This is an optimization exercise on Yosys and OpenROAD, whose aim is small area, a short achievable clock period and few clock cycles, not a production implementation.
No activity file was given, so power comes from the tool's default toggle rates.

// nrf_host_link
module nrf_host_link (
    input  wire        clk,
    input  wire        rst,
    input  wire        in_valid,
    input  wire [7:0]  in_data,
    input  wire        in_last,
    output reg         in_ready,
    output reg         pay_valid,
    output wire [7:0]  pay_data,
    output wire        pay_last,
    input  wire        pay_ready,
    output reg         cmd_done,
    output reg  [6:0]  cfg_channel,
    output reg  [1:0]  cfg_speed,
    output reg  [39:0] cfg_tx,
    output reg  [39:0] cfg_rx,
    output reg  [3:0]  cfg_opt,       
    input  wire        rx_valid,
    input  wire [7:0]  rx_data,
    input  wire        rx_last,
    output reg         rx_ready,
    output reg         out_valid,
    output reg  [7:0]  out_data,
    output reg         out_last,
    input  wire        out_ready
);
    localparam CAPACITY  = 32;
    localparam CMD_IDENT = 8'h21;
    localparam CR        = 8'h0D;
    localparam LF        = 8'h0A;
    localparam [6:0]  DEFAULT_CHANNEL = 7'h4C;
    localparam [1:0]  DEFAULT_SPEED   = 2'd1;
    localparam [39:0] DEFAULT_TX      = 40'hE7E7E7E7E7;
    localparam [39:0] DEFAULT_RX      = 40'hC2C2C2C2C2;
    localparam [3:0]  DEFAULT_OPTIONS = 4'b1101;    
    function [3:0] hexval;
        input [7:0] c;
        begin
            hexval = 4'd0;
            if (c[7:4] == 4'h3) begin
                if (!c[3] || c[2:1] == 2'b00) hexval = c[3:0];
            end else if (c[7:4] == 4'h4 || c[7:4] == 4'h6) begin
                case (c[3:0])
                    4'h1: hexval = 4'hA;
                    4'h2: hexval = 4'hB;
                    4'h3: hexval = 4'hC;
                    4'h4: hexval = 4'hD;
                    4'h5: hexval = 4'hE;
                    4'h6: hexval = 4'hF;
  ...
Size: roughly 910 cells after synthesis, roughly 140 I/O pins, ~8600 µm² of cells after synthesis.
clock: 8.0 ns
lec_check: 0
cap_margin: 20
core_margin: 2
core_utilization: 40
slew_margin: 20
standard.sh (not shown) runs the stock make flow with config.mk's settings and CLKGATE_MAP_FILE= SYNTH_SCRIPT=/design/flow/synth_recipe.tcl, a recipe that flattens the netlist after the stock synthesis.
==> flow/flow/run.sh <==
#!/bin/bash
set -euo pipefail
export BUFFER_PORTS_ARGS="-buffer_cell sky130_fd_sc_hd__buf_1"
export SETUP_SLACK_MARGIN=5.45
export CTS_ARGS="-sink_clustering_enable -repair_clock_nets -root_buf sky130_fd_sc_hd__clkbuf_16 -buf_list sky130_fd_sc_hd__clkbuf_8 -dont_use_dummy_load"
bash standard.sh > standard.log 2>&1
Rerun with:
--- a/flow/design.v
+++ b/flow/design.v
@@ -127,18 +127,19 @@
             if (ile) push  = !strip;
             else     patch = 1'b1;
         end
         push = push && room;
     end
     wire d_fire  = proc && !cmdx;
     wire d_push  = d_fire && push;
     wire d_patch = d_fire && patch;
     wire d_close = d_fire && il;
+    wire pop = pay_valid && pay_ready;
     wire a_w0 = d_push && !v0;
     wire a_w1 = d_push && v0 && !v1;
     wire a_w2 = d_push && v1;
     wire a_t0 = v0 && !v1;       
     wire a_t1 = v1 && !v2;
     wire a_t2 = v2;
     wire b_w0 = d_push && !v1;
     wire b_w1 = d_push && v1;
     wire b_t0 = v1 && !v2;
@@ -166,48 +167,39 @@
     wire topen_n = d_push ? !il : (topen && !d_close);
     wire a_v0 = v0 || d_push;
     wire a_v1 = v1 || (d_push && v0);
     wire a_v2 = v2 || (d_push && v1);
     wire b_v0 = v1 || d_push;
     wire b_v1 = v2 || (d_push && v1);
     wire a_pv = a_v0 && (a_v1 || !topen_n);
     wire b_pv = b_v0 && (b_v1 || !topen_n);
     wire a_ir = !iv_n || !a_v2;
-    wire [7:0] c_d0 = pay_valid ? b_d0 : a_d0;
-    wire [7:0] c_d1 = pay_valid ? b_d1 : a_d1;
-    wire       c_l0 = pay_valid ? b_l0 : a_l0;
-    wire       c_l1 = pay_valid ? b_l1 : a_l1;
-    wire       c_v0 = pay_valid ? b_v0 : a_v0;
-    wire       c_v1 = pay_valid ? b_v1 : a_v1;
-    wire       c_v2 = !pay_valid && a_v2;
-    wire       c_pv = pay_valid ? b_pv : a_pv;
-    wire       c_ir = pay_valid || a_ir;
     always @(posedge clk) begin
-        qd0 <= pay_ready ? c_d0 : a_d0;
-        qd1 <= pay_ready ? c_d1 : a_d1;
+        qd0 <= pop ? b_d0 : a_d0;
+        qd1 <= pop ? b_d1 : a_d1;
         qd2 <= a_d2;
-        ql0 <= pay_ready ? c_l0 : a_l0;
-        ql1 <= pay_ready ? c_l1 : a_l1;
+        ql0 <= pop ? b_l0 : a_l0;
+        ql1 <= pop ? b_l1 : a_l1;
         ql2 <= a_l2;
         if (rst) begin
             v0        <= 1'b0;
             v1        <= 1'b0;
             v2        <= 1'b0;
             topen     <= 1'b0;
             pay_valid <= 1'b0;
             in_ready  <= 1'b1;
         end else begin
-            v0        <= pay_ready ? c_v0 : a_v0;
-            v1        <= pay_ready ? c_v1 : a_v1;
-            v2        <= pay_ready ? c_v2 : a_v2;
+            v0        <= pop ? b_v0 : a_v0;
+            v1        <= pop ? b_v1 : a_v1;
+            v2        <= pop ? 1'b0 : a_v2;
             topen     <= topen_n;
-            pay_valid <= pay_ready ? c_pv : a_pv;
-            in_ready  <= pay_ready ? c_ir : a_ir;
+            pay_valid <= pop ? b_pv : a_pv;
+            in_ready  <= pop ? 1'b1 : a_ir;
         end
     end
     wire c_fire = proc && cmd;           
     wire c_verb = c_fire && (cnt == 6'd1);
     wire c_arg  = c_fire && room;
     integer k;
     always @(posedge clk) begin
         if (rst) begin
             first       <= 1'b1;
@@ -286,27 +278,27 @@
                 default: optact <= 1'b0;
             endcase
         end
     end
     localparam W_EMPTY = 3'd0;
     localparam W_START = 3'd1;    
     localparam W_HI    = 3'd2;    
     localparam W_LO    = 3'd3;    
     localparam W_LF    = 3'd4;    
-    reg       rv, rl, rpass;
+    reg       rv, rl;
     reg [7:0] rb;
     reg [2:0] ws;
     reg [7:0] wb;
-    reg       wl, wpass;
+    reg       wl;
     wire       w_src   = (ws != W_EMPTY);
     wire [7:0] sb      = w_src ? wb : rb;
     wire       sl      = w_src ? wl : rl;
-    wire       spass   = w_src ? wpass : rpass;
+    wire       spass   = is_pass(sb);
     wire [2:0] ss      = w_src ? ws : (rv ? W_START : W_EMPTY);
     reg        g_v, g_l;
     reg  [7:0] g_d;
     reg  [2:0] g_rem;
     always @(*) begin
         g_v   = 1'b1;
         g_l   = 1'b0;
         g_d   = LF;
         g_rem = W_EMPTY;
@@ -330,23 +322,21 @@
             default: g_v = 1'b0;
         endcase
     end
     wire       rx_fire = rx_valid && rx_ready;
     wire       ofree   = !out_valid || out_ready;
     wire       rv_n    = rx_fire || (rv && w_src);
     always @(posedge clk) begin
         wb    <= sb;
         wl    <= sl;
-        wpass <= spass;
         if (rx_fire) begin
             rb    <= rx_data;
             rl    <= rx_last;
-            rpass <= is_pass(rx_data);
         end
         if (ofree) begin
             out_data <= g_d;
             out_last <= g_l;
         end
         if (rst) begin
             ws        <= W_EMPTY;
             rv        <= 1'b0;
             out_valid <= 1'b0;
The new run ran to the end with no violations.
Register-to-register slack gains 50 ps.
Synthesized area came out lower by about 3%.
Sequential power stays flat.
Routed wire length decreases by 5.4%.
Setup slack got worse by 35 ps.
First-iteration DRC count goes down by 26%.
No functional check of the RTL was part of any run of this note.

[port drivers added, routing unchanged]
The results above use ideal ports. As a check the final layouts listed here were re-extracted and re-timed, cells and wires unchanged. Step 1 (the two cells are an assumption about what drives the block):
set clk [get_ports {clk}]
set_driving_cell -lib_cell sky130_fd_sc_hd__clkbuf_16 $clk
set_driving_cell -lib_cell sky130_fd_sc_hd__buf_2 [delete_from_list [all_inputs] $clk]
Step 2 also shifts input and output timing later by t, the mid clock arrival at the registers, as if the neighbouring blocks saw the same clock. a / b / c = ideal / step 1 / step 2; a / b = the first two.
| run | t (ns) | setup WS [ns] | worst setup path at the end | worst register clock-pin slew, ns | worst slew at a driven data input, ns |
|---|---|---|---|---|---|
| the first run | 0.426 | 5.478 / 5.433 / 5.101 | input to register | 0.10 / 0.10 | 0.03 |
| the second run | 0.418 | 5.443 / 5.394 / 5.163 | input to register | 0.10 / 0.10 | 0.04 |
After both steps every run listed still meets setup and hold. For the first run, which loses most, drivers alone change the setup slack by -0.045 ns; drivers and shift together by -0.377 ns.
